Context: an optimization exercise on an open-source flow, tuned for small area. The choices shown serve that exercise and are no tape-out recipe. No functional check of the RTL was part of any run shown here. Power and IR drop assume default switching activity.

File: design/flow/config.mk
export PLATFORM = sky130hd
export DESIGN_NAME = hsv_cycle_core
export DESIGN_NICKNAME = hsv_cycle_core
export VERILOG_FILES = /design/flow/design.v
export SDC_FILE = /design/flow/constraint.sdc
export NUM_CORES = 4
export LEC_CHECK = 0
export CAP_MARGIN = 20
export CORE_MARGIN = 2
export CORE_UTILIZATION = 40
export SLEW_MARGIN = 20
File: design/flow/design.v
module hsv_cycle_core (
    input  wire        clk,
    input  wire        rst,           
    input  wire        cmd_valid,
    output wire        cmd_ready,
    input  wire [63:0] cmd_data,
    output wire        rsp_valid,
    input  wire        rsp_ready,
    output wire [63:0] rsp_data,
    output wire        chw_valid,
    input  wire        chw_ready,
    output wire [17:0] chw_data
);
    localparam [3:0] S_IDLE = 4'd0;
    localparam [3:0] S_STEP = 4'd1;    
    localparam [3:0] S_FILL = 4'd2;    
    localparam [3:0] S_DIV  = 4'd3;    
    localparam [3:0] S_LD   = 4'd4;    
    localparam [3:0] S_MUL  = 4'd5;    
    localparam [3:0] S_D1   = 4'd6;    
    localparam [3:0] S_D2   = 4'd7;    
    localparam [3:0] S_RHO  = 4'd8;    
    localparam [3:0] S_DR   = 4'd9;    
    localparam [3:0] S_DQ   = 4'd10;   
    localparam [3:0] S_CLP  = 4'd11;   
    localparam [3:0] S_SH   = 4'd12;   
    localparam [3:0] S_ACC  = 4'd13;   
    localparam [3:0] S_CHW  = 4'd14;   
    localparam [3:0] S_RSP  = 4'd15;   
    reg [3:0]  st;
    reg [3:0]  cnt;
    reg [1:0]  ch;
    reg        wph;               
    reg        fresh;             
    reg        post;              
    reg [1:0]  code;
    reg        inited;
    reg [2:0]  err;               
    reg [31:0] seed;
    reg [8:0]  hue;
    reg [2:0]  stepc;
    reg [2:0]  speed;
    reg [7:0]  sat;
    reg [7:0]  val;
    reg [47:0] P;
    reg [7:0]  H;
    reg [7:0]  C;
    reg [2:0]  region;
    reg [2:0]  S;
    reg        cy;
    reg [1:0]  kc;
    reg        bw;
    reg        cq;
    wire [3:0] op      = cmd_data[63:60];
    wire       is_init = (op == 4'h1);
    wire       is_adv  = (op == 4'h2);
    wire       is_ns   = (op == 4'h3);
    wire       is_conv = (op == 4'h4);
    wire       is_clmp = (op == 4'h5);
    wire       is_rd   = (op == 4'h6);
    wire [3:0] n       = cmd_data[3:0];
    wire zA = ~|cmd_data[59:48];
    wire zB = ~|cmd_data[47:32];
    wire zC = ~|cmd_data[31:25];
    wire zD = ~|cmd_data[24:4];
    wire zE = ~|cmd_data[3:0];
    reg illegal;
    always @(*) begin
        case (op)
            4'h1:       illegal = ~zA;
            4'h2, 4'h3: illegal = ~(zA & zB & zC & zD & zE);
            4'h4:       illegal = ~(zA & zB & zC);
            4'h5:       illegal = ~(zA & zB);
            4'h6:       illegal = ~(zA & zB & zC & zD) | (n >= 4'd7);
            default:    illegal = 1'b1;
        endcase
    end
    wire not_init = ~inited & (is_adv | is_ns | (is_rd & (n != 4'd0)));
    wire domain   = is_conv & (cmd_data[24:16] >= 9'd360);
    wire [8:0] h_src  = is_conv ? cmd_data[24:16] : hue;
    wire [7:0] s_src  = is_conv ? cmd_data[15:8]  : sat;
    wire [7:0] v_src  = is_conv ? cmd_data[7:0]   : val;
    wire       s_zero = (s_src == 8'd0);
    wire [1:0] color = is_adv ? ch : (2'd2 - ch);
    reg [1:0] src;
    always @(*) begin
        case ({color, region})
            {2'd0, 3'd0}: src = 2'd0;
            {2'd0, 3'd1}: src = 2'd2;
            {2'd0, 3'd2}: src = 2'd1;
            {2'd0, 3'd3}: src = 2'd1;
            {2'd0, 3'd4}: src = 2'd2;
            {2'd1, 3'd0}: src = 2'd2;
            {2'd1, 3'd1}: src = 2'd0;
            {2'd1, 3'd2}: src = 2'd0;
            {2'd1, 3'd3}: src = 2'd2;
            {2'd1, 3'd4}: src = 2'd1;
            {2'd1, 3'd5}: src = 2'd1;
            {2'd2, 3'd0}: src = 2'd1;
            {2'd2, 3'd1}: src = 2'd1;
            {2'd2, 3'd2}: src = 2'd2;
            {2'd2, 3'd3}: src = 2'd0;
            {2'd2, 3'd4}: src = 2'd0;
            {2'd2, 3'd5}: src = 2'd2;
            default:      src = 2'd0;    
        endcase
    end
    wire src_v  = s_zero | (src == 2'd0);
    wire src_p  = ~s_zero & (src == 2'd1);
    wire src_w  = ~src_v & ~src_p;
    wire kind_r = s_zero | (color == 2'd0);
    wire kind_g = ~kind_r & (color == 2'd1);
    wire kind_b = ~kind_r & ~kind_g;
    wire       hbit = h_src[4'd8 - cnt];
    wire [6:0] rr   = {((cnt == 4'd0) ? 6'd0 : C[5:0]), hbit};
    wire       q60  = (rr >= 7'd60);
    wire [6:0] rr2  = q60 ? (rr - 7'd60) : rr;
    wire       in_ld  = (st == S_LD);
    wire       in_mul = (st == S_MUL);
    wire       in_d1  = (st == S_D1);
    wire       in_d2  = (st == S_D2);
    wire       do_rem = in_ld & src_w;
    wire       sel_s  = in_ld ? ~src_v : (~src_p & ~wph);
    wire [7:0] A      = sel_s ? s_src : v_src;
    wire       gate_a = (in_ld & ~src_w) | (in_mul & C[0]);
    wire [7:0] aa     = do_rem ? {C[5:0], 2'b00} :
                        (((in_mul & (cnt != 4'd0)) | in_d1 | in_d2) ? H : 8'd0);
    wire [7:0] bb     = in_d1  ? C :
                        do_rem ? {4'd0, C[5:2]} :
                        (gate_a ? A : 8'd0);
    wire       cin    = in_d1 | (in_d2 & cy);
    wire [8:0] asum   = {1'b0, aa} + {1'b0, bb} + {8'd0, cin};
    wire       inv_ld = in_ld ? (src_p | (src_w & ~region[0])) : (src_w & ~wph);
    wire [4:0] j     = {1'b0, cnt} + 5'd2;
    wire       c255  = &C;
    wire       ta    = kind_g ? (C[3] & (j <= 5'd14)) : (C[2] & (j >= 5'd1) & (j <= 5'd15));
    wire       tb    = kind_g ? (C[7] & (j >= 5'd4) & (j <= 5'd18)) : (C[1] & (j >= 5'd2) & (j <= 5'd16));
    wire       te    = kind_g ? (c255 & (j == 5'd4)) : (C[7] & (j >= 5'd4) & (j <= 5'd18));
    wire [1:0] kin   = (cnt == 4'd0) ? {1'b0, kind_g & c255} : kc;
    wire [2:0] xs    = {2'b0, ta} + {2'b0, tb} + {2'b0, te} + {1'b0, kin};
    wire       xb    = xs[0];
    wire       rho_t = (cnt < 4'd3) & S[cnt[1:0]];
    wire       bwin  = (cnt != 4'd0) & bw;
    wire       zb    = xb ^ rho_t ^ bwin;
    wire       zbw   = (~xb & (rho_t | bwin)) | (rho_t & bwin);
    wire       qm2   = (cnt >= 4'd2) & P[46];
    wire       cqin  = (cnt != 4'd0) & cq;
    wire       qb    = zb ^ qm2 ^ cqin;
    wire       qcy   = (qb & qm2) | (cqin & (qb ^ qm2));
    reg  [2:0] wgt;
    always @(*) begin
        case (cnt[2:0])
            3'd0: wgt = 3'd4;
            3'd1: wgt = kind_g ? 3'd2 : 3'd3;
            3'd2: wgt = kind_g ? 3'd4 : 3'd2;
            3'd3: wgt = 3'd4;
            3'd4: wgt = 3'd3;
            3'd5: wgt = 3'd1;
            3'd6: wgt = 3'd2;
            default: wgt = 3'd4;
        endcase
    end
    wire [2:0] m     = cnt[2:0];
    wire [3:0] cnib  = cmd_data[{m, 2'b00} +: 4];
    wire [3:0] gsrc  = is_init ? cnib : seed[3:0];
    wire       g30   = is_init ? cmd_data[30] : seed[30];
    wire       g31   = is_init ? cmd_data[31] : seed[31];
    wire [3:0] step_nib = {gsrc[2], gsrc[1], gsrc[0] ^ ((m == 3'd0) & g31),
                           (m == 3'd0) ? g30 : cy} ^ (m[0] ? 4'hA : 4'h5);
    wire [2:0] sbase = (cnt == 4'd0) ? 3'd0 : S;
    wire [3:0] sadd_in = (st == S_STEP) ? step_nib : (C[0] ? {1'b0, wgt} : 4'd0);
    wire [4:0] sadd  = {2'b0, sbase} + {1'b0, sadd_in};
    wire [2:0] smod  = (sadd >= 5'd15) ? (sadd - 5'd15) :
                       (sadd >= 5'd10) ? (sadd - 5'd10) :
                       (sadd >= 5'd5)  ? (sadd - 5'd5)  : sadd[2:0];
    wire       ovf   = |cmd_data[31:15];
    reg  [3:0] fnib;
    always @(*) begin
        fnib = 4'd0;
        if (code == 2'd0) begin
            if (is_clmp) begin
                if (cnt < 4'd4)
                    fnib = ovf ? ((cnt == 4'd3) ? 4'h7 : 4'hF) : cnib;
            end else if (is_ns) begin
                if (cnt == 4'd0) fnib = {1'b0, S + 3'd1};
            end else if (is_rd) begin
                case (n[2:0])
                    3'd0: if (cnt == 4'd0) fnib = {err, inited};
                    3'd1: if (cnt < 4'd8)  fnib = seed[3:0];
                    3'd2: case (cnt)
                              4'd0: fnib = hue[3:0];
                              4'd1: fnib = hue[7:4];
                              4'd2: fnib = {3'd0, hue[8]};
                              default: ;
                          endcase
                    3'd3: if (cnt == 4'd0) fnib = {1'b0, stepc};
                    3'd4: if (cnt == 4'd0) fnib = {1'b0, speed};
                    3'd5: if (cnt == 4'd0) fnib = sat[3:0]; else if (cnt == 4'd1) fnib = sat[7:4];
                    default: if (cnt == 4'd0) fnib = val[3:0]; else if (cnt == 4'd1) fnib = val[7:4];
                endcase
            end
        end
    end
    wire [2:0] sc_inc = stepc + 3'd1;
    wire       hstep  = (sc_inc >= speed);
    wire [8:0] hs_inc = hue + {8'd0, hstep};
    wire       wrap   = (hs_inc == 9'd360);
    reg        p_bit_en, p_nib_en, p_b;
    always @(*) begin
        p_bit_en = 1'b0;
        p_nib_en = 1'b0;
        p_b      = 1'b0;
        case (st)
            S_FILL: p_nib_en = 1'b1;
            S_SH:   p_nib_en = 1'b1;
            S_DR:   begin p_bit_en = 1'b1; p_b = C[1] & (cnt != 4'd15); end
            S_DQ:   begin p_bit_en = 1'b1; p_b = qb; end
            S_CLP:  begin p_bit_en = 1'b1; p_b = (cnt != 4'd15); end
            default: ;
        endcase
    end
    always @(posedge clk) begin
        if (p_bit_en) begin
            P[47]    <= p_b;
            P[46:32] <= P[47:33];
        end else if (p_nib_en) begin
            P[47:44] <= (st == S_FILL) ? fnib : 4'd0;
            P[43:0]  <= P[47:4];
        end
    end
    wire last_ch = (ch == 2'd2);
    always @(posedge clk) begin
        if (rst) begin
            st     <= S_IDLE;
            inited <= 1'b0;
            err    <= 3'b000;
        end else begin
            cnt <= cnt + 4'd1;
            case (st)
                S_IDLE: begin
                    cnt   <= 4'd0;
                    ch    <= 2'd0;
                    wph   <= 1'b0;
                    post  <= 1'b0;
                    if (cmd_valid) begin
                        if (illegal) begin
                            err[0] <= 1'b1;
                            code   <= 2'd1;
                            st     <= S_FILL;
                        end else if (not_init) begin
                            err[2] <= 1'b1;
                            code   <= 2'd3;
                            st     <= S_FILL;
                        end else if (domain) begin
                            err[1] <= 1'b1;
                            code   <= 2'd2;
                            st     <= S_FILL;
                        end else begin
                            code <= 2'd0;
                            if (is_init) begin
                                sat    <= cmd_data[47:40];
                                val    <= cmd_data[39:32];
                                hue    <= 9'd0;
                                stepc  <= 3'd0;
                                inited <= 1'b1;
                                st     <= S_STEP;
                            end else if (is_adv) begin
                                stepc <= hstep ? 3'd0 : sc_inc;
                                hue   <= wrap ? 9'd0 : hs_inc;
                                st    <= wrap ? S_STEP : S_DIV;
                            end else if (is_ns) begin
                                st <= S_STEP;
                            end else if (is_conv) begin
                                st <= S_DIV;
                            end else begin
                                st <= S_FILL;
                            end
                        end
                    end
                end
                S_STEP: begin
                    seed <= {step_nib, seed[31:4]};
                    cy   <= gsrc[3];
                    S    <= smod;
                    if (cnt == 4'd7) begin
                        cnt <= 4'd0;
                        if (!is_ns)
                            speed <= smod + 3'd1;
                        st <= is_adv ? S_DIV : S_FILL;
                    end
                end
                S_FILL: begin
                    if (is_rd && n[2:0] == 3'd1 && cnt < 4'd8)
                        seed <= {seed[3:0], seed[31:4]};
                    if (cnt == 4'd11) begin
                        cnt <= 4'd0;
                        st  <= S_ACC;
                    end
                end
                S_DIV: begin
                    if (cnt != 4'd9) begin
                        C      <= {1'b0, rr2};
                        region <= {region[1:0], q60};
                    end else begin
                        cnt   <= 4'd0;
                        fresh <= 1'b1;
                        st    <= S_LD;
                    end
                end
                S_LD: begin
                    cnt   <= 4'd0;
                    fresh <= 1'b0;
                    if (src_w && !fresh) begin
                        st <= S_DIV;
                    end else begin
                        C  <= asum[7:0] ^ {8{inv_ld}};
                        st <= src_v ? (kind_r ? S_DR : S_RHO) : S_MUL;
                    end
                end
                S_MUL: begin
                    H <= asum[8:1];
                    C <= {asum[0], C[7:1]};
                    if (cnt == 4'd7)
                        st <= S_D1;
                end
                S_D1: begin
                    cy <= asum[8];
                    st <= S_D2;
                end
                S_D2: begin
                    C   <= asum[7:0] ^ {8{inv_ld}};
                    cnt <= 4'd0;
                    if (src_w && !wph) begin
                        wph <= 1'b1;
                        st  <= S_MUL;
                    end else begin
                        st <= kind_r ? S_DR : S_RHO;
                    end
                end
                S_RHO: begin
                    C <= {C[0], C[7:1]};
                    S <= smod;
                    if (cnt == 4'd7) begin
                        cnt <= 4'd0;
                        st  <= S_DQ;
                    end
                end
                S_DR: begin
                    C <= {C[0], C[7:1]};
                    if (cnt == 4'd15) begin
                        cnt <= 4'd0;
                        st  <= last_ch ? S_ACC : S_SH;
                    end
                end
                S_DQ: begin
                    C  <= {C[0], C[7:1]};
                    kc <= xs[2:1];
                    bw <= zbw;
                    cq <= qcy;
                    if (cnt == 4'd15) begin
                        cnt <= 4'd0;
                        if (kind_b && qb)
                            st <= S_CLP;
                        else
                            st <= last_ch ? S_ACC : S_SH;
                    end
                end
                S_CLP: begin
                    if (cnt == 4'd15) begin
                        cnt <= 4'd0;
                        st  <= last_ch ? S_ACC : S_SH;
                    end
                end
                S_SH: begin
                    if (cnt == 4'd3) begin
                        cnt <= 4'd0;
                        ch  <= ch + 2'd1;
                        wph <= 1'b0;
                        st  <= post ? (last_ch ? S_RSP : S_CHW) : S_LD;
                    end
                end
                S_ACC: begin
                    ch   <= 2'd0;
                    post <= 1'b1;
                    st   <= (is_adv && code == 2'd0) ? S_CHW : S_RSP;
                end
                S_CHW: begin
                    cnt <= 4'd0;
                    if (chw_ready)
                        st <= S_SH;
                end
                S_RSP: begin
                    if (rsp_ready)
                        st <= S_IDLE;
                end
                default: st <= S_IDLE;
            endcase
        end
    end
    assign cmd_ready = (st == S_ACC);
    assign rsp_valid = (st == S_RSP);
    assign rsp_data  = {2'b00, code, 12'd0, P};
    assign chw_valid = (st == S_CHW);
    assign chw_data  = {ch, P[15:0]};
endmodule
File: design/flow/run.sh
#!/bin/bash
# synth_recipe.tcl (not shown) runs the flow's synth.tcl, then flattens the netlist and writes it again
# the make line also repeats each setting of config.mk as NAME=value (left out here)
make -C /OpenROAD-flow-scripts/flow DESIGN_CONFIG=/design/flow/config.mk WORK_HOME=/design/flow/orfs CLKGATE_MAP_FILE= SYNTH_SCRIPT=/design/flow/synth_recipe.tcl finish
File: design/flow/constraint.sdc
create_clock -name core_clock -period 120.0 [get_ports {clk}]
set_input_delay 24.0000 -clock core_clock [delete_from_list [all_inputs] [get_ports {clk}]]
set_output_delay 24.0000 -clock core_clock [all_outputs]
set_load 0.01 [all_outputs]
==> flow_summary.json, run 1 <==
{
  "status": "finished clean",
  "regToRegSetupSlack_ns": 114.43,
  "die-width_um": 163.3,
  "cp-start-kind": "primary input",
  "required_ns": 120.18,
  "leakagePower_nw": 4.423,
  "cts_resized": 0,
  "syn-cell-area_um2": 10150,
  "htree_levels": 4,
  "grt-ovfl-total": 0,
  "clk_latency_ns": 0.44,
  "critPathBufInv": 3,
  "gp_congestion": 0.9609,
  "io_pins": 154,
  "cts_tree": "yes",
  "cap_viol_max_count": 0,
  "cts-root-buf": "clkbuf_16",
  "netlist.area_leader.share_pct": 44.10,
  "hold_start": "seed[22]",
  "cts_setup_buffers": 0,
  "rows": 58,
  "power.total_uw": 301.3,
  "setup_viol": 0,
  "synthTopCellsByCount": "edfxtp_1 (149), nor2_1 (81), nand2_1 (79)",
  "die_h_um": 163.3,
  "n_antenna_cell": 0,
  "r2r-start": "cnt[0]",
  "ir_drop_v": 0.00001205,
  "syn_inst": 965,
  "hold_end": "seed[18]",
  "hold_path.class": "flop to flop",
  "synthMostInstantiatedCell": "edfxtp_1",
  "p_per_area_nw_per_um2": 24.45,
  "avgSynthCellArea_um2": 10.51,
  "wire_per_inst_um": 20.79,
  "synth_flop_cell": "edfxtp_1",
  "synth_edf_count": 149,
  "start_util_pct": 40.52,
  "wl_um": 29540,
  "r2r-end": "speed[2]",
  "rsz0062_at_grt": "false",
  "grt_pass1_wl_um": 45300,
  "final_cells": 1421,
  "via_count": 8281,
  "period_needed_ns": 29.55,
  "endpoint_kind": "flop",
  "fin_crit_sh_pct": 24.62,
  "clk_pin_slew_ns": 0.07,
  "nets": 1196,
  "async_flop_share_pct": 0,
  "ys_seq_area_share_pct": 45.68,
  "hold_viol": 0,
  "dieArea_um2": 26660,
  "grt_util_all_layers_pct": 22.25,
  "clock-sinks": 157,
  "ys_ff_latch": 157,
  "finalSetupTns_ns": 0,
  "worstMarginPinSlew_ns": 0.9825,
  "clock_skew_ns": 0.01387,
  "numCtsBuffers": 17,
  "critPathTopFamily": "compound AO/OA/AOI/OAI gates",
  "drc": 0,
  "drt-pass1-iter-count": 5,
  "port_buffers": 139,
  "synth.area.top_cells": "edfxtp_1 (44%), ha_1 (5.3%), mux2i_1 (3.6%), nor2_1 (3.0%), nand2_1 (2.9%)",
  "hpwlAfterDp_um": 22220,
  "core_um2": 25040,
  "postCtsHoldBufs": 0,
  "cts_buffer_depth": 2,
  "synth_top_cell_by_area": "edfxtp_1",
  "arrival_ns": 29.73,
  "ys_types": 73,
  "max_freq_mhz": 33.84,
  "finalMaxSlewViolations": 0,
  "areaGrowthSynthToFinish_pct": 21.46,
  "slowest_stage": "or4b_1",
  "slew_headroom_pct": 34.25,
  "antenna_found_initial": 0,
  "worstRegToRegCells": 22,
  "dp_cells": 1389,
  "crit_type": "primary input to flop",
  "drive_above_1_share_pct": 8.433,
  "grt_max_degree": 33,
  "hold_depth": 0,
  "crit_chain": "clkdlybuf4s50_1 -> or4b_1 -> o31ai_1 -> nor2_1 -> nand3_1 -> a21oi_1 -> o22ai_1 -> ha_1 -> inv_1 -> fa_1 -> xnor2_1 -> inv_1 -> ha_1 -> a21boi_0 -> o21ai_0 -> mux2i_1 -> a211oi_1 -> a311o_1 -> o21ai_0 -> ha_1 -> xor2_1",
  "cpMostUsedCell": "ha_1",
  "yosysWarnings": 1,
  "drt_iter0_drc": 763,
  "grt_pass1_vias": 7944,
  "utilization_pct": 49.22,
  "cp_max_fo": 11,
  "ant_nets": 0,
  "via_per_inst": 5.828,
  "cpPeakStageDelay_ns": 0.82
}
==> worst register-to-register path, stage by stage (launching register included) <==
cell and delay (ns):
edfxtp_1 0.33, buf_4 0.36, clkinv_1 0.39, ha_1 0.39, ha_1 0.26, nand3_1 0.10
o21ai_0 0.11, xnor2_1 0.18, o22ai_1 0.19, ha_1 0.19, inv_1 0.06, fa_1 0.39
xnor2_1 0.52, inv_1 0.20, ha_1 0.22, a21boi_0 0.13, o21ai_0 0.18, mux2i_1 0.16
a211oi_1 0.27, a311o_1 0.15, o21ai_0 0.13, ha_1 0.23, xor2_1 0.16
==> kinds of logic (layout without fill, tap and decap cells) <==
family / after synthesis / after routing / synth area share [%]
AO/OA/AOI/OAI: 225 / 225 / 15.34
XOR/XNOR: 39 / 39 / 3.502
adder cells (fa/ha/maj): 50 / 50 / 6.585
buffers and inverters: 120 / 233 / 5.722
flip-flops: 157 / 157 / 45.68
multiplexers: 64 / 64 / 8.065
other: 1 / 14 / 0.03696
AND/OR/NAND/NOR: 309 / 309 / 15.07
==> metal layers <==
metal	track usage, %	up-vias	share of wire (%)
met5	0	-	0
met3	5.079	78	8.2
li1	-	3828	-
met2	35.46	403	46
met4	8.769	0	3.8
met1	29.43	3972	42
==> metrics by stage <==
| stage | hold slack [ns] | setup WS [ns] | cell area, um^2 |
|---|---|---|---|
| detailed placement | 0.4045 | 90.13 | 11740 |
| global route | 0.4253 | 90.06 | 12320 |
| CTS | 0.4201 | 90.53 | 12320 |
| floorplan | 0.4003 | 91.28 | 10190 |
| global placement | 0.4028 | 90.36 | 11740 |
| finish | 0.4181 | 90.45 | 12320 |
==> power breakdown <==
| group | switching [mW] | internal [mW] |
|---|---|---|
| clock network | 0.0249 | 0.0294 |
| registers | 0.0120 | 0.0815 |
| logic | 0.0857 | 0.0678 |
==> state kept, by name, indices dropped and copies added (netlist names), 2 cells and up <==
name / count
val: 8
kc: 2
region: 3
cnt: 4
hue: 9
st: 4
seed: 32
ch: 2
stepc: 3
code: 2
P: 48
S: 3
C: 8
sat: 8
speed: 3
err: 3
H: 8
==> area by class of cell <==
type                    count  area [um^2]
clock buffers              18        429.2
clock inverters            14        151.4
fillers                  2320        12710
inverters                  45        168.9
multi-input cells         701         5007
flip-flops and latches    157         4634
well taps                 330        412.9
repair buffers            156         1519
==> cells in the final DEF, fill, tap and decap left out, drive strengths merged, types with 8 or more instances in the layout <==
master | synthesis | layout
o21ai | 45 | 45
mux2i | 36 | 36
and2 | 9 | 9
conb | 1 | 14
xor2 | 12 | 12
nand3 | 32 | 32
and3 | 8 | 8
edfxtp | 149 | 149
nor2b | 19 | 19
a21oi | 44 | 44
nand2 | 79 | 79
nand2b | 12 | 12
mux2 | 16 | 16
clkinv | 3 | 8
clkdlybuf4s50 | 0 | 139
nor3 | 21 | 21
xnor2 | 26 | 26
mux4 | 12 | 12
ha | 43 | 43
inv | 42 | 49
a21o | 12 | 12
clkbuf | 30 | 18
dfxtp | 8 | 8
buf | 45 | 17
nor3b | 9 | 9
nor2 | 81 | 81
a22o | 9 | 9
a31oi | 13 | 13
a211oi | 9 | 9
nor4 | 16 | 16
a22oi | 13 | 13
o221ai | 14 | 14
o211ai | 12 | 12
==> how the worst max path moves through the flow <==
| stage | depth (start not counted) | to | start | slack [ns] |
|---|---|---|---|---|
| 2_1_floorplan | 20 | st[1] | cmd_data[61] | 91.28 |
| 3_3_place_gp | 21 | speed[2] | cmd_data[60] | 90.36 |
| 3_5_place_dp | 21 | speed[2] | cmd_data[60] | 90.13 |
| 4_1_cts | 21 | speed[2] | cmd_data[60] | 90.53 |
| 5_1_grt | 21 | speed[2] | cmd_data[60] | 90.06 |
| 6_report | 21 | speed[2] | cmd_data[60] | 90.45 |
==> inputs of run 2 (changes only) <==
--- a/design/flow/design.v
+++ b/design/flow/design.v
@@ -238,2 +238,7 @@
             cnt <= cnt + 4'd1;
+            C   <= {C[0], C[7:1]};
+            cy  <= (st == S_STEP) ? gsrc[3] : asum[8];
+            kc  <= xs[2:1];
+            bw  <= zbw;
+            cq  <= qcy;
             case (st)
@@ -282,3 +287,2 @@
                     seed <= {step_nib, seed[31:4]};
-                    cy   <= gsrc[3];
                     S    <= smod;
@@ -300,6 +304,5 @@
                 S_DIV: begin
-                    if (cnt != 4'd9) begin
-                        C      <= {1'b0, rr2};
-                        region <= {region[1:0], q60};
-                    end else begin
+                    C      <= {1'b0, rr2};
+                    region <= {region[1:0], q60};
+                    if (cnt == 4'd8) begin
                         cnt   <= 4'd0;
@@ -326,3 +329,2 @@
                 S_D1: begin
-                    cy <= asum[8];
                     st <= S_D2;
@@ -340,3 +342,2 @@
                 S_RHO: begin
-                    C <= {C[0], C[7:1]};
                     S <= smod;
@@ -348,3 +349,2 @@
                 S_DR: begin
-                    C <= {C[0], C[7:1]};
                     if (cnt == 4'd15) begin
@@ -355,6 +355,2 @@
                 S_DQ: begin
-                    C  <= {C[0], C[7:1]};
-                    kc <= xs[2:1];
-                    bw <= zbw;
-                    cq <= qcy;
                     if (cnt == 4'd15) begin
==> flow_summary.json, run 2 <==
{
  "nets": 1252,
  "postCtsHoldBufs": 0,
  "preCtsSetupSlack_ns": 89.84,
  "rows": 58,
  "syn_inst": 1035,
  "dp_cells": 1445,
  "grt_util_met1_pct": 30.80,
  "numCtsBuffers": 17,
  "syn-cell-area_um2": 10360,
  "p_per_area_nw_per_um2": 24.16,
  "htree_levels": 4,
  "leakagePower_nw": 4.583,
  "cts_tree": "yes",
  "clk_pin_slew_ns": 0.07,
  "drive_above_1_share_pct": 7.149,
  "final_cells": 1477,
  "ant_nets": 0,
  "use_met3_pct": 4.294,
  "worstRegToRegCells": 19,
  "worstMarginPinSlew_ns": 1.010,
  "synthTopCellsByCount": "edfxtp_1 (149), nand2_1 (119), nor2_1 (89)",
  "n_antenna_cell": 0,
  "via_count": 8618,
  "grt_util_met2_pct": 36.08,
  "cts_resized": 0,
  "endpoint_kind": "flop",
  "yosysWarnings": 1,
  "largest_registers": "P: 48 flops, seed: 32 flops, hue: 9 flops",
  "die-width_um": 165.0,
  "avgSynthCellArea_um2": 10.01,
  "cts-root-buf": "clkbuf_16",
  "die_h_um": 165.0,
  "hold_depth": 0,
  "grt-ovfl-total": 0,
  "gp_congestion": 0.9277,
  "ys_seq_area_share_pct": 44.72,
  "layout_common_cells": "edfxtp_1 (149), clkdlybuf4s50_1 (139), nand2_1 (119)",
  "finalSetupTns_ns": 0,
  "cp-start-kind": "primary input",
  "grt_pass1_wl_um": 46290,
  "layout_commonest_cell": "edfxtp_1",
  "cap_viol_max_count": 0,
  "synth_top_cell_by_area": "edfxtp_1",
  "largest_reg_flops": 48,
  "via_per_inst": 5.835,
  "core_um2": 25330,
  "arrival_ns": 29.97,
  "max_freq_mhz": 33.57,
  "hold_path.class": "flop to flop",
  "start_util_pct": 40.92,
  "rsz0062_at_grt": "false",
  "port_buffers": 139,
  "async_flop_share_pct": 0,
  "top_usage_layer": "met2",
  "fin_crit_sh_pct": 24.83,
  "drt_iter0_drc": 811,
  "regToRegSetupSlack_ns": 114.11,
  "wire_per_inst_um": 20.43,
  "period_needed_ns": 29.79,
  "drt-pass1-iter-count": 9,
  "areaGrowthSynthToFinish_pct": 20.40,
  "ir_drop_v": 0.00001275,
  "clock-sinks": 157,
  "synth_edf_count": 149,
  "dieArea_um2": 27210,
  "antenna_found_initial": 0,
  "hpwlAfterDp_um": 22700,
  "required_ns": 120.18,
  "synth_flop_cell": "edfxtp_1",
  "synth.area.top_cells": "edfxtp_1 (43%), ha_1 (5.2%), nand2_1 (4.3%), mux2i_1 (3.4%), nor2_1 (3.2%)",
  "cp_max_fo": 12,
  "hold_viol": 0,
  "grt_util_all_layers_pct": 22.51,
  "setup_viol": 0,
  "finalMaxSlewViolations": 0,
  "top_register": "P",
  "clock_skew_ns": 0.01497,
  "power.total_uw": 301.4,
  "grt_pass1_vias": 8139,
  "cts_setup_buffers": 0,
  "wl_um": 30170,
  "synthMostInstantiatedCell": "edfxtp_1",
  "slew_headroom_pct": 32.12,
  "status": "finished clean",
  "setup_ws_ns": 90.21,
  "grt_max_degree": 34,
  "netlist.area_leader.share_pct": 43.17,
  "ys_ff_latch": 157,
  "clk_latency_ns": 0.44,
  "ys_types": 80,
  "drc": 0,
  "crit_type": "primary input to flop",
  "io_pins": 154,
  "cts_buffer_depth": 2
}
run 2: cell count changes after synthesis, moves of 6 or more:
cell	previous run	this run
clkbuf_1	30	45
mux2_2	14	6
o21ai_0	44	51
nand2_1	79	119
o221ai_1	14	4
nor2_1	81	89
o211ai_1	12	6
nor4_1	16	26
a21oi_1	42	50
a22oi_1	13	5
run 2: final timing paths:
path           startpoint       end
max          cmd_data[61]      C[6]
min              seed[19]  seed[15]
max reg2reg         ch[0]      C[6]
min reg2reg      seed[19]  seed[15]
run 2: kinds of logic after synthesis:
group	share of synthesized area (%)
XOR/XNOR	3.127
other	0.03618
buffers and inverters	6.048
adder cells (fa/ha/maj)	6.544
AO/OA/AOI/OAI	15.07
multiplexers	6.773
flip-flops	44.72
AND/OR/NAND/NOR	17.69
run 2: per-stage QoR:
step | hold WS [ns] | area [um^2] | util, %
2_1_floorplan | 0.4003 | 10410 | -
3_3_place_gp | 0.4031 | 11870 | 46.85
3_5_place_dp | 0.4045 | 11870 | 46.85
4_1_cts | 0.4234 | 12470 | 49.22
5_1_grt | 0.4253 | 12480 | 49.27
6_report | 0.4216 | 12480 | 49.27
run 2: area by class of cell:
class	instances	area, um^2
flip-flops and latches	157	4634
inverters	43	161.4
fillers	2355	12850
clock inverters	15	175.2
multi-input cells	763	5180
well taps	330	412.9
repair buffers	152	1489
clock buffers	17	425.4
run 2: layer usage:
layer | wire length [um] | part of all wire [%]
met3 | 2412 | 8.0
met1 | 13090 | 43
met5 | 0 | 0
met2 | 13950 | 46
met4 | 713 | 2.4
run 2: power breakdown:
part	internal, mW	total, mW	switching, mW
Clock	0.0298	0.0560	0.0262
Sequential	0.0806	0.0904	0.00975
Combinational	0.0659	0.155	0.0892
Total	0.176	0.301	0.125
run 2: critical path, stage by stage:
cell,delay [ns]
clkdlybuf4s50_1,0.75
nor4b_4,0.52
mux2i_1,0.58
mux2i_1,0.39
a21oi_1,0.13
a2111oi_0,0.84
nand2_1,0.35
o21ai_0,0.24
o22ai_1,0.14
fa_1,0.46
fa_1,0.41
nor2b_1,0.12
o21ai_0,0.11
a21boi_0,0.25
o21ai_0,0.11
nand2b_1,0.11
xor2_1,0.22
xnor2_1,0.15
o21ai_1,0.07
==> inputs of run 3 (changes only) <==
--- a/design/flow/design.v
+++ b/design/flow/design.v
@@ -36,2 +36,3 @@
     reg [1:0]  code;
+    reg [2:0]  ph;                
     reg        inited;
@@ -45,3 +46,2 @@
     reg [47:0] P;
-    reg [7:0]  H;
     reg [7:0]  C;
@@ -82,3 +82,3 @@
     wire [7:0] v_src  = is_conv ? cmd_data[7:0]   : val;
-    wire       s_zero = (s_src == 8'd0);
+    wire       s_zero = is_conv ? (cmd_data[15:8] == 8'd0) : (sat == 8'd0);
     wire [1:0] color = is_adv ? ch : (2'd2 - ch);
@@ -125,2 +125,3 @@
     wire       gate_a = (in_ld & ~src_w) | (in_mul & C[0]);
+    wire [7:0] H      = P[47:40];   
     wire [7:0] aa     = do_rem ? {C[5:0], 2'b00} :
@@ -225,2 +226,4 @@
             P[46:32] <= P[47:33];
+        end else if (st == S_MUL) begin
+            P[47:40] <= asum[8:1];
         end else if (p_nib_en) begin
@@ -232,2 +235,6 @@
     always @(posedge clk) begin
+        seed <= {(st == S_STEP) ? step_nib : seed[3:0], seed[31:4]};
+        ph   <= rst ? 3'd0 : ph + 3'd1;
+    end
+    always @(posedge clk) begin
         if (rst) begin
@@ -238,7 +245,2 @@
             cnt <= cnt + 4'd1;
-            C   <= {C[0], C[7:1]};
-            cy  <= (st == S_STEP) ? gsrc[3] : asum[8];
-            kc  <= xs[2:1];
-            bw  <= zbw;
-            cq  <= qcy;
             case (st)
@@ -249,3 +251,3 @@
                     post  <= 1'b0;
-                    if (cmd_valid) begin
+                    if (cmd_valid && ph == 3'd7) begin
                         if (illegal) begin
@@ -286,3 +288,3 @@
                 S_STEP: begin
-                    seed <= {step_nib, seed[31:4]};
+                    cy   <= gsrc[3];
                     S    <= smod;
@@ -296,4 +298,2 @@
                 S_FILL: begin
-                    if (is_rd && n[2:0] == 3'd1 && cnt < 4'd8)
-                        seed <= {seed[3:0], seed[31:4]};
                     if (cnt == 4'd11) begin
@@ -304,5 +304,6 @@
                 S_DIV: begin
-                    C      <= {1'b0, rr2};
-                    region <= {region[1:0], q60};
-                    if (cnt == 4'd8) begin
+                    if (cnt != 4'd9) begin
+                        C      <= {1'b0, rr2};
+                        region <= {region[1:0], q60};
+                    end else begin
                         cnt   <= 4'd0;
@@ -323,3 +324,2 @@
                 S_MUL: begin
-                    H <= asum[8:1];
                     C <= {asum[0], C[7:1]};
@@ -329,2 +329,3 @@
                 S_D1: begin
+                    cy <= asum[8];
                     st <= S_D2;
@@ -342,2 +343,3 @@
                 S_RHO: begin
+                    C <= {C[0], C[7:1]};
                     S <= smod;
@@ -349,2 +351,3 @@
                 S_DR: begin
+                    C <= {C[0], C[7:1]};
                     if (cnt == 4'd15) begin
@@ -355,2 +358,6 @@
                 S_DQ: begin
+                    C  <= {C[0], C[7:1]};
+                    kc <= xs[2:1];
+                    bw <= zbw;
+                    cq <= qcy;
                     if (cnt == 4'd15) begin
@@ -397,5 +404,5 @@
     assign rsp_valid = (st == S_RSP);
-    assign rsp_data  = {2'b00, code, 12'd0, P};
+    assign rsp_data  = {2'b00, code, 13'd0, P[46:0]};       
     assign chw_valid = (st == S_CHW);
-    assign chw_data  = {ch, P[15:0]};
+    assign chw_data  = {ch, 1'b0, P[14:0]};                 
 endmodule
==> flow_summary.json, run 3 <==
{
  "dieArea_um2": 26290,
  "endpoint_kind": "flop",
  "nets": 1246,
  "io_pins": 154,
  "combPwrFrac_pct": 51.8,
  "postCtsHoldBufs": 0,
  "avgSynthCellArea_um2": 9.732,
  "ys_seq_area_share_pct": 41.32,
  "synth_fa_ha_area_share_pct": 6.928,
  "cts_buffer_depth": 2,
  "areaGrowthSynthToFinish_pct": 20.95,
  "p_sw_uw": 125.7,
  "largest_registers": "P: 48 flops, seed: 32 flops, hue: 9 flops",
  "ant_nets": 0,
  "p_sw_share_pct": 42.17,
  "hold_depth": 0,
  "arrival_ns": 29.29,
  "synth.area.top_cells": "edfxtp_1 (33%), dfxtp_1 (8.6%), ha_1 (5.6%), nand2_1 (4.1%), buf_4 (2.9%)",
  "cp_max_fo": 16,
  "async_flop_share_pct": 0,
  "regArea_um2": 4134,
  "slew_headroom_pct": 31.96,
  "required_ns": 120.17,
  "fill_cells": 2284,
  "cts_setup_buffers": 0,
  "via_per_inst": 5.771,
  "cts_tree": "yes",
  "clkPwrFrac_pct": 18.3,
  "grt_pass1_vias": 7966,
  "synthMostInstantiatedCell": "nand2_1",
  "worstMarginPinSlew_ns": 1.013,
  "drt-pass1-iter-count": 5,
  "pwr-share-seq_pct": 29.9,
  "max_freq_mhz": 34.34,
  "status": "finished clean",
  "wl_um": 30000,
  "p_int_uw": 172.3,
  "leakagePower_nw": 4.419,
  "fin_crit_sh_pct": 24.27,
  "gp_congestion": 0.9193,
  "via_count": 8443,
  "p_per_area_nw_per_um2": 24.63,
  "grt_max_degree": 34,
  "hold_viol": 0,
  "power.total_uw": 298.0,
  "setup_viol": 0,
  "utilization_pct": 49.47,
  "crit_type": "primary input to flop",
  "wire_per_inst_um": 20.50,
  "r2r-start": "cnt[1]",
  "htree_levels": 4,
  "drc": 0,
  "hold_end": "seed[16]",
  "die_h_um": 162.2,
  "hpwlAfterDp_um": 23140,
  "grt_pass1_wl_um": 46090,
  "netlist.area_leader.share_pct": 32.72,
  "muxShareOfSynthArea_pct": 6.778,
  "synth_top_cell_by_area": "edfxtp_1",
  "clk_pin_slew_ns": 0.07,
  "core_um2": 24460,
  "cts_resized": 0,
  "clock-sinks": 152,
  "regToRegSetupSlack_ns": 114.36,
  "clk_latency_ns": 0.44,
  "port_buffers": 137,
  "largest_reg_flops": 48,
  "multi_input_area_um2": 5321,
  "period_needed_ns": 29.12,
  "cp-start-kind": "primary input",
  "r2r-end": "speed[2]",
  "yosys.area_share.simple_pct": 18.93,
  "synth_flop_cell": "edfxtp_1",
  "cap_viol_max_count": 0,
  "grt_util_all_layers_pct": 22.91,
  "numCtsBuffers": 17,
  "drive_above_1_share_pct": 8.341,
  "yosysWarnings": 1,
  "synth-compound-area-share_pct": 16.07,
  "start_util_pct": 40.90,
  "cts-root-buf": "clkbuf_16",
  "finalMaxSlewViolations": 0,
  "synth-xor-area-share_pct": 3.502,
  "grt-ovfl-total": 0,
  "drt_iter0_drc": 761,
  "layout_commonest_cell": "clkdlybuf4s50_1",
  "worstRegToRegCells": 19,
  "finalSetupTns_ns": 0,
  "ys_ff_latch": 152,
  "n_antenna_cell": 0,
  "rows": 57,
  "syn-cell-area_um2": 10000,
  "die-width_um": 162.2,
  "ys_types": 82,
  "layout_common_cells": "clkdlybuf4s50_1 (137), nand2_1 (110), edfxtp_1 (109)",
  "synthTopCellsByCount": "nand2_1 (110), edfxtp_1 (109), nor2_1 (78)",
  "top_register": "P",
  "rsz0062_at_grt": "false",
  "ir_drop_v": 0.00002607,
  "hold_path.class": "flop to flop",
  "synth_top_family_by_area": "simple AND/OR/NAND/NOR gates",
  "synth_edf_count": 109,
  "clock_skew_ns": 0.01123,
  "syn_inst": 1028,
  "hold_start": "seed[20]",
  "antenna_found_initial": 0
}
## run 3: cell count changes in the layout (fill, tap and decap cells not counted), sizes merged, moves of 8 or more
cell	previous run	this run
nor2	89	78
a22oi	5	13
edfxtp	149	109
nand2	119	110
dfxtp	8	43
inv	50	40
nand4	3	13
## run 3: power groups by stage
stage | Combinational [mW] | Clock (mW) | Sequential, mW
finish | 0.154 | 0.0546 | 0.0891
floorplan | 0.111 | 0 | 0.0859
global placement | 0.151 | 0 | 0.0898
CTS | 0.153 | 0.0556 | 0.0890
detailed placement | 0.152 | 0 | 0.0901
global route | 0.170 | 0.0575 | 0.0907
## run 3: layout make-up
| class | instances | area share (%) |
|---|---|---|
| sequential | 152 | 34.16 |
| clock buffer | 17 | 3.516 |
| multi-input combinational | 765 | 43.98 |
| clock inverter | 15 | 1.551 |
| timing repair buffer | 152 | 12.26 |
| inverter | 38 | 1.179 |
| tap | 324 | 3.350 |
## run 3: worst max path at each step
| stage | start | endpoint | slack (ns) | cells past startpoint |
|---|---|---|---|---|
| final | cmd_data[60] | C[6] | 90.88 | 20 |
| after global routing | cmd_data[60] | speed[2] | 90.48 | 21 |
| after CTS | cmd_data[60] | C[6] | 90.91 | 20 |
| after detailed placement | cmd_data[60] | C[6] | 90.45 | 20 |
| after global placement | cmd_data[60] | C[6] | 90.54 | 20 |
| after floorplan | cmd_data[63] | C[6] | 91.64 | 21 |
## run 3: kinds of logic (layout without fill, tap and decap cells)
kind of cell / Yosys count / in the layout
compound gates: 232 / 232
xor+xnor: 40 / 40
fa+ha+maj: 52 / 52
buf+inv: 126 / 222
flops: 152 / 152
mux: 51 / 51
other cells: 1 / 16
simple gates: 374 / 374
## run 3: routing by layer
metal  up-vias  share of wire, %  global-route usage (%)
met5         -                 0                       0
met2       414                45                   35.11
met1      3994                45                   31.78
met4         0               3.7                   9.936
met3        71               7.1                   4.213
li1       3964                 -                       -
## run 3: per-stage QoR
stage	setup WS (ns)	hold WS [ns]	std cells	area (um^2)
floorplan	91.64	0.3096	1043	10060
global placement	90.54	0.3101	1431	11480
detailed placement	90.45	0.3121	1431	11480
CTS	90.91	0.3225	1463	12090
global route	90.48	0.3328	1463	12100
finish	90.88	0.3195	1463	12100
## run 3: critical path, stage by stage
cell and delay [ns]:
clkdlybuf4s50_1 0.64, or4b_4 0.68, mux2_4 0.37, mux2i_4 0.27
o211ai_1 0.19, a21oi_4 0.64, mux2i_1 0.28, o21ai_1 0.08
o22ai_1 0.20, fa_1 0.26, inv_1 0.06, fa_1 0.39
a21o_1 0.17, a21oi_1 0.21, o21bai_1 0.08, a21oi_1 0.26
xnor2_1 0.14, xor2_1 0.15, nand2_1 0.10, o311ai_2 0.10
==> inputs of run 4 (changes only) <==
--- a/design/flow/config.mk
+++ b/design/flow/config.mk
@@ -10,2 +10,4 @@
 export CORE_UTILIZATION = 40
+export CTS_CLUSTER_DIAMETER = 200
+export CTS_CLUSTER_SIZE = 40
 export SLEW_MARGIN = 20
==> flow_summary.json, run 4 <==
{
  "status": "finished clean",
  "nets": 1246,
  "required_ns": 120.17,
  "synth_flop_cell": "edfxtp_1",
  "syn-cell-area_um2": 10000,
  "layout_common_cells": "clkdlybuf4s50_1 (137), nand2_1 (110), edfxtp_1 (109)",
  "arrival_ns": 29.29,
  "via_count": 8443,
  "synthTopCellsByCount": "nand2_1 (110), edfxtp_1 (109), nor2_1 (78)",
  "synth_edf_count": 109,
  "synth_top_family_by_area": "simple AND/OR/NAND/NOR gates",
  "gp_congestion": 0.9193,
  "endpoint_kind": "flop",
  "p_int_uw": 172.3,
  "core_um2": 24460,
  "period_needed_ns": 29.12,
  "fin_area_um2": 12100,
  "cts_setup_buffers": 0,
  "wire_per_inst_um": 20.50,
  "hold_viol": 0,
  "dieArea_um2": 26290,
  "pwr-share-seq_pct": 29.9,
  "crit_type": "primary input to flop",
  "critPathTopFamily": "compound AO/OA/AOI/OAI gates",
  "clkPwrFrac_pct": 18.3,
  "muxShareOfSynthArea_pct": 6.778,
  "largest_reg_flops": 48,
  "p_sw_share_pct": 42.17,
  "crit_chain": "clkdlybuf4s50_1 -> or4b_4 -> mux2_4 -> mux2i_4 -> o211ai_1 -> a21oi_4 -> mux2i_1 -> o21ai_1 -> o22ai_1 -> fa_1 -> inv_1 -> fa_1 -> a21o_1 -> a21oi_1 -> o21bai_1 -> a21oi_1 -> xnor2_1 -> xor2_1 -> nand2_1 -> o311ai_2",
  "clk_pin_slew_ns": 0.07,
  "synth_top_cell_by_area": "edfxtp_1",
  "largest_registers": "P: 48 flops, seed: 32 flops, hue: 9 flops",
  "grt-ovfl-total": 0,
  "ys_seq_area_share_pct": 41.32,
  "top_register": "P",
  "grt_max_degree": 34,
  "ys_types": 82,
  "synth-compound-area-share_pct": 16.07,
  "combPwrFrac_pct": 51.8,
  "avgSynthCellArea_um2": 9.732,
  "drive_above_1_share_pct": 8.341,
  "drt-pass1-iter-count": 5,
  "synth.area.top_cells": "edfxtp_1 (33%), dfxtp_1 (8.6%), ha_1 (5.6%), nand2_1 (4.1%), buf_4 (2.9%)",
  "rows": 57,
  "critPathBufInv": 2,
  "slowest_stage": "or4b_4",
  "areaGrowthSynthToFinish_pct": 20.95,
  "power.total_uw": 298.0,
  "clk_latency_ns": 0.44,
  "worstMarginPinSlew_ns": 1.013,
  "final_cells": 1463,
  "ant_nets": 0,
  "yosys.area_share.simple_pct": 18.93,
  "hpwlAfterDp_um": 23140,
  "grt_pass1_wl_um": 46090,
  "via_per_inst": 5.771,
  "syn_inst": 1028,
  "ir_drop_v": 0.00002607,
  "synthMostInstantiatedCell": "nand2_1",
  "n_antenna_cell": 0,
  "cts_resized": 0,
  "cpPeakStageDelay_ns": 0.68,
  "synth_fa_ha_area_share_pct": 6.928,
  "setup_viol": 0,
  "drc": 0,
  "finalSetupTns_ns": 0,
  "p_per_area_nw_per_um2": 24.63,
  "yosysWarnings": 1,
  "grt_pass1_vias": 7966,
  "cts_tree": "yes",
  "finalMaxSlewViolations": 0,
  "antenna_found_initial": 0,
  "leakagePower_nw": 4.419,
  "io_pins": 154,
  "cts-root-buf": "clkbuf_16",
  "postCtsHoldBufs": 0,
  "numCtsBuffers": 17,
  "cp-start-kind": "primary input",
  "cp_max_fo": 16,
  "hold_path.class": "flop to flop",
  "grt_util_all_layers_pct": 22.91,
  "slew_headroom_pct": 31.96,
  "cap_viol_max_count": 0,
  "die-width_um": 162.2,
  "start_util_pct": 40.90,
  "rsz0062_at_grt": "false",
  "die_h_um": 162.2,
  "clock_skew_ns": 0.01123,
  "max_freq_mhz": 34.34,
  "netlist.area_leader.share_pct": 32.72,
  "drt_iter0_drc": 761,
  "htree_levels": 4,
  "dp_cells": 1431,
  "layout_commonest_cell": "clkdlybuf4s50_1",
  "synth-xor-area-share_pct": 3.502,
  "postPlaceCellArea_um2": 11480,
  "fin_crit_sh_pct": 24.27,
  "p_sw_uw": 125.7,
  "cts_buffer_depth": 2,
  "port_buffers": 137,
  "async_flop_share_pct": 0,
  "ys_ff_latch": 152,
  "clock-sinks": 152,
  "wl_um": 30000,
  "utilization_pct": 49.47
}
## run 4: worst paths after layout
kind	start	slack, ns	cells after the start	end
max	cmd_data[60]	90.88	20	C[6]
min	seed[20]	0.32	0	seed[16]
max reg2reg	cnt[1]	114.36	19	speed[2]
min reg2reg	seed[20]	0.32	0	seed[16]
## run 4: logic make-up (layout without fill, tap and decap cells)
group                      Yosys count  count (layout)
adders and majority gates           52              52
DFF                                152             152
muxes                               51              51
xor gates and xnor gates            40              40
and+or+nand+nor                    374             374
buffers and inverters              126             222
other                                1              16
AOI/OAI and AO/OA                  232             232
## run 4: area by class of cell
type                       instances  area [um^2]
fill                            2284        12360
multi-input combinational        765         5321
sequential                       152         4134
timing repair buffer             152         1484
clock buffer                      17        425.4
tap                              324        405.4
clock inverter                    15        187.7
inverter                          38        142.6
## run 4: through the flow
step,hold WS (ns),setup slack [ns]
after CTS,0.3225,90.91
after floorplan,0.3096,91.64
final,0.3195,90.88
after detailed placement,0.3121,90.45
after global routing,0.3328,90.48
after global placement,0.3101,90.54
## run 4: power groups by stage
stage / clock network (mW) / registers [mW] / logic [mW]
floorplan: 0 / 0.0859 / 0.111
global placement: 0 / 0.0898 / 0.151
detailed placement: 0 / 0.0901 / 0.152
CTS: 0.0556 / 0.0890 / 0.153
global route: 0.0575 / 0.0907 / 0.170
finish: 0.0546 / 0.0891 / 0.154
## run 4: layer usage
layer | track usage (%) | part of all wire, % | wire [um] | vias to the layer above
li1 | - | - | - | 3964
met1 | 31.78 | 45 | 13360 | 3994
met2 | 35.11 | 45 | 13390 | 414
met3 | 4.213 | 7.1 | 2119 | 71
met4 | 9.936 | 3.7 | 1122 | 0
met5 | 0 | 0 | 0 | -
==> inputs of run 5 (changes only) <==
--- a/design/flow/config.mk
+++ b/design/flow/config.mk
@@ -10,4 +10,3 @@
 export CORE_UTILIZATION = 40
-export CTS_CLUSTER_DIAMETER = 200
-export CTS_CLUSTER_SIZE = 40
+export CTS_BUF_LIST = sky130_fd_sc_hd__clkbuf_8
 export SLEW_MARGIN = 20
==> flow_summary.json, run 5 <==
{
  "status": "finished clean",
  "async_flop_share_pct": 0,
  "n_antenna_cell": 0,
  "wl_um": 30010,
  "cts_setup_buffers": 0,
  "layout_common_cells": "clkdlybuf4s50_1 (137), nand2_1 (110), edfxtp_1 (109)",
  "cts_tree": "yes",
  "cts_resized": 0,
  "p_int_uw": 160.0,
  "clock_skew_ns": 0.01557,
  "largest_reg_flops": 48,
  "ys_seq_area_share_pct": 41.32,
  "leakagePower_nw": 4.332,
  "ir_drop_v": 0.00002588,
  "critPathBufInv": 2,
  "start_util_pct": 40.90,
  "synth_flop_cell": "edfxtp_1",
  "synth.area.top_cells": "edfxtp_1 (33%), dfxtp_1 (8.6%), ha_1 (5.6%), nand2_1 (4.1%), buf_4 (2.9%)",
  "core_um2": 24460,
  "setup_ws_ns": 90.91,
  "nets": 1246,
  "ys_types": 82,
  "largest_registers": "P: 48 flops, seed: 32 flops, hue: 9 flops",
  "rows": 57,
  "top_register": "P",
  "slowest_stage": "or4b_4",
  "rsz0062_at_grt": "false",
  "cts_buffer_depth": 2,
  "numCtsBuffers": 17,
  "dieArea_um2": 26290,
  "slew_headroom_pct": 31.05,
  "cp-start-kind": "primary input",
  "die_h_um": 162.2,
  "regArea_um2": 4134,
  "htree_levels": 4,
  "hold_end": "seed[16]",
  "combPwrFrac_pct": 54.3,
  "finalMaxSlewViolations": 0,
  "endpoint_kind": "flop",
  "drive_above_1_share_pct": 8.341,
  "drt_iter0_drc": 724,
  "worstRegToRegCells": 19,
  "layout_commonest_cell": "clkdlybuf4s50_1",
  "synthTopCellsByCount": "nand2_1 (110), edfxtp_1 (109), nor2_1 (78)",
  "p_per_area_nw_per_um2": 23.83,
  "fin_crit_sh_pct": 24.24,
  "cpPeakStageDelay_ns": 0.68,
  "cts-root-buf": "clkbuf_8",
  "yosysWarnings": 1,
  "hold_viol": 0,
  "postCtsHoldBufs": 0,
  "r2r-start": "cnt[1]",
  "grt_pass1_wl_um": 46150,
  "grt_util_all_layers_pct": 22.93,
  "antenna_found_initial": 0,
  "syn_inst": 1028,
  "pwr-share-seq_pct": 31.4,
  "hold_depth": 0,
  "syn-cell-area_um2": 10000,
  "cp_max_fo": 16,
  "p_sw_share_pct": 43.60,
  "port_buffers": 137,
  "clk_latency_ns": 0.47,
  "grt-ovfl-total": 0,
  "netlist.area_leader.share_pct": 32.72,
  "r2r-end": "speed[2]",
  "worstMarginPinSlew_ns": 1.032,
  "crit_chain": "clkdlybuf4s50_1 -> or4b_4 -> mux2_4 -> mux2i_4 -> o211ai_1 -> a21oi_4 -> mux2i_1 -> o21ai_1 -> o22ai_1 -> fa_1 -> inv_1 -> fa_1 -> a21o_1 -> a21oi_1 -> o21bai_1 -> a21oi_1 -> xnor2_1 -> xor2_1 -> nand2_1 -> o311ai_2",
  "finalSetupTns_ns": 0,
  "hold_start": "seed[20]",
  "synthMostInstantiatedCell": "nand2_1",
  "avgSynthCellArea_um2": 9.732,
  "synth_edf_count": 109,
  "p_sw_uw": 123.7,
  "arrival_ns": 29.30,
  "critPathTopFamily": "compound AO/OA/AOI/OAI gates",
  "grt_util_met1_pct": 31.85,
  "use_met3_pct": 4.341,
  "period_needed_ns": 29.09,
  "wire_per_inst_um": 20.51,
  "io_pins": 154,
  "grt_util_met2_pct": 35.47,
  "via_per_inst": 5.766,
  "power.total_uw": 283.8,
  "max_freq_mhz": 34.38,
  "setup_viol": 0,
  "holdWs_ns": 0.3237,
  "multi_input_area_um2": 5321,
  "synth_top_cell_by_area": "edfxtp_1",
  "hpwlAfterDp_um": 23140,
  "grt_max_degree": 34,
  "fill_cells": 2310,
  "drt-pass1-iter-count": 7,
  "areaGrowthSynthToFinish_pct": 19.03,
  "required_ns": 120.21,
  "cap_viol_max_count": 0,
  "clkPwrFrac_pct": 14.3,
  "grt_pass1_vias": 7969,
  "die-width_um": 162.2,
  "drc": 0,
  "clk_pin_slew_ns": 0.10,
  "ys_ff_latch": 152,
  "top_usage_layer": "met2",
  "gp_congestion": 0.9193,
  "hold_path.class": "flop to flop",
  "ant_nets": 0,
  "regToRegSetupSlack_ns": 114.38,
  "clock-sinks": 152,
  "crit_type": "primary input to flop",
  "preCtsSetupSlack_ns": 90.45,
  "via_count": 8436
}
[run 5: metal layers]
metal | share of wire [%] | up-vias
li1 | - | 3965
met2 | 45 | 410
met1 | 44 | 4002
met5 | 0 | -
met4 | 3.2 | 0
met3 | 7.8 | 59
[run 5: cell families after synthesis]
| logic type | share of synthesized area, % |
|---|---|
| simple gates | 18.93 |
| compound gates | 16.07 |
| fa+ha+maj | 6.929 |
| buf+inv | 6.428 |
| other cells | 0.03748 |
| mux | 6.778 |
| flops | 41.32 |
| xor+xnor | 3.502 |
[run 5: power groups by stage]
stage | sequential (mW) | combinational [mW] | clock [mW]
after floorplan | 0.0859 | 0.111 | 0
after global placement | 0.0898 | 0.151 | 0
after detailed placement | 0.0901 | 0.152 | 0
after CTS | 0.0889 | 0.153 | 0.0419
after global routing | 0.0907 | 0.170 | 0.0437
final | 0.0890 | 0.154 | 0.0407
[run 5: worst max-delay path by stage]
| stage | from | to | cells past startpoint |
|---|---|---|---|
| 5_1_grt | cmd_data[60] | speed[2] | 21 |
| 6_report | cmd_data[60] | C[6] | 20 |
| 3_5_place_dp | cmd_data[60] | C[6] | 20 |
| 2_1_floorplan | cmd_data[63] | C[6] | 21 |
| 3_3_place_gp | cmd_data[60] | C[6] | 20 |
| 4_1_cts | cmd_data[60] | C[6] | 20 |
[run 5: area by class of cell]
cell class	count	share of cell area (%)
well taps	324	3.404
clock buffers	17	1.965
flip-flops and latches	152	34.71
clock inverters	15	1.576
multi-input cells	765	44.68
inverters	38	1.198
repair buffers	152	12.46
[run 5: through the flow]
stage	utilization [%]	std cells	instance area, um^2
after floorplan	-	1043	10060
after global placement	46.93	1431	11480
after detailed placement	46.93	1431	11480
after CTS	48.66	1463	11900
after global routing	48.68	1463	11910
final	48.68	1463	11910

## re-timing with driven ports
Ports are ideal in the flow. The routed layouts listed here were re-timed in OpenROAD. Step 1: set_driving_cell puts a clkbuf_16 on clk and a buf_2 on each other input, an assumption about the parent block. Step 2 also shifts input and output timing later by t, the mid clock arrival at the registers, as if the neighbouring blocks saw the same clock. Three values: ideal, step 1, step 2; two values: the first two.
run	shift t [ns]	setup WS [ns]	hold WS [ns]	worst data-port slew with drivers (ns)	cell pins on the clock port's net
run 1	0.476	90.452 / 90.474 / 89.998	0.418 / 0.418 / 0.418	0.05	1
run 2	0.481	90.207 / 90.223 / 89.742	0.422 / 0.422 / 0.422	0.05	1
run 3	0.476	90.879 / 90.904 / 90.428	0.319 / 0.319 / 0.319	0.05	1
run 4	0.476	90.879 / 90.904 / 90.428	0.319 / 0.319 / 0.319	0.05	1
run 5	0.509	90.911 / 90.935 / 90.426	0.324 / 0.324 / 0.324	0.05	1
After both steps every run listed still meets setup and hold. For run 5, which loses most, drivers alone change the setup slack by +0.024 ns; drivers and shift together by -0.485 ns.
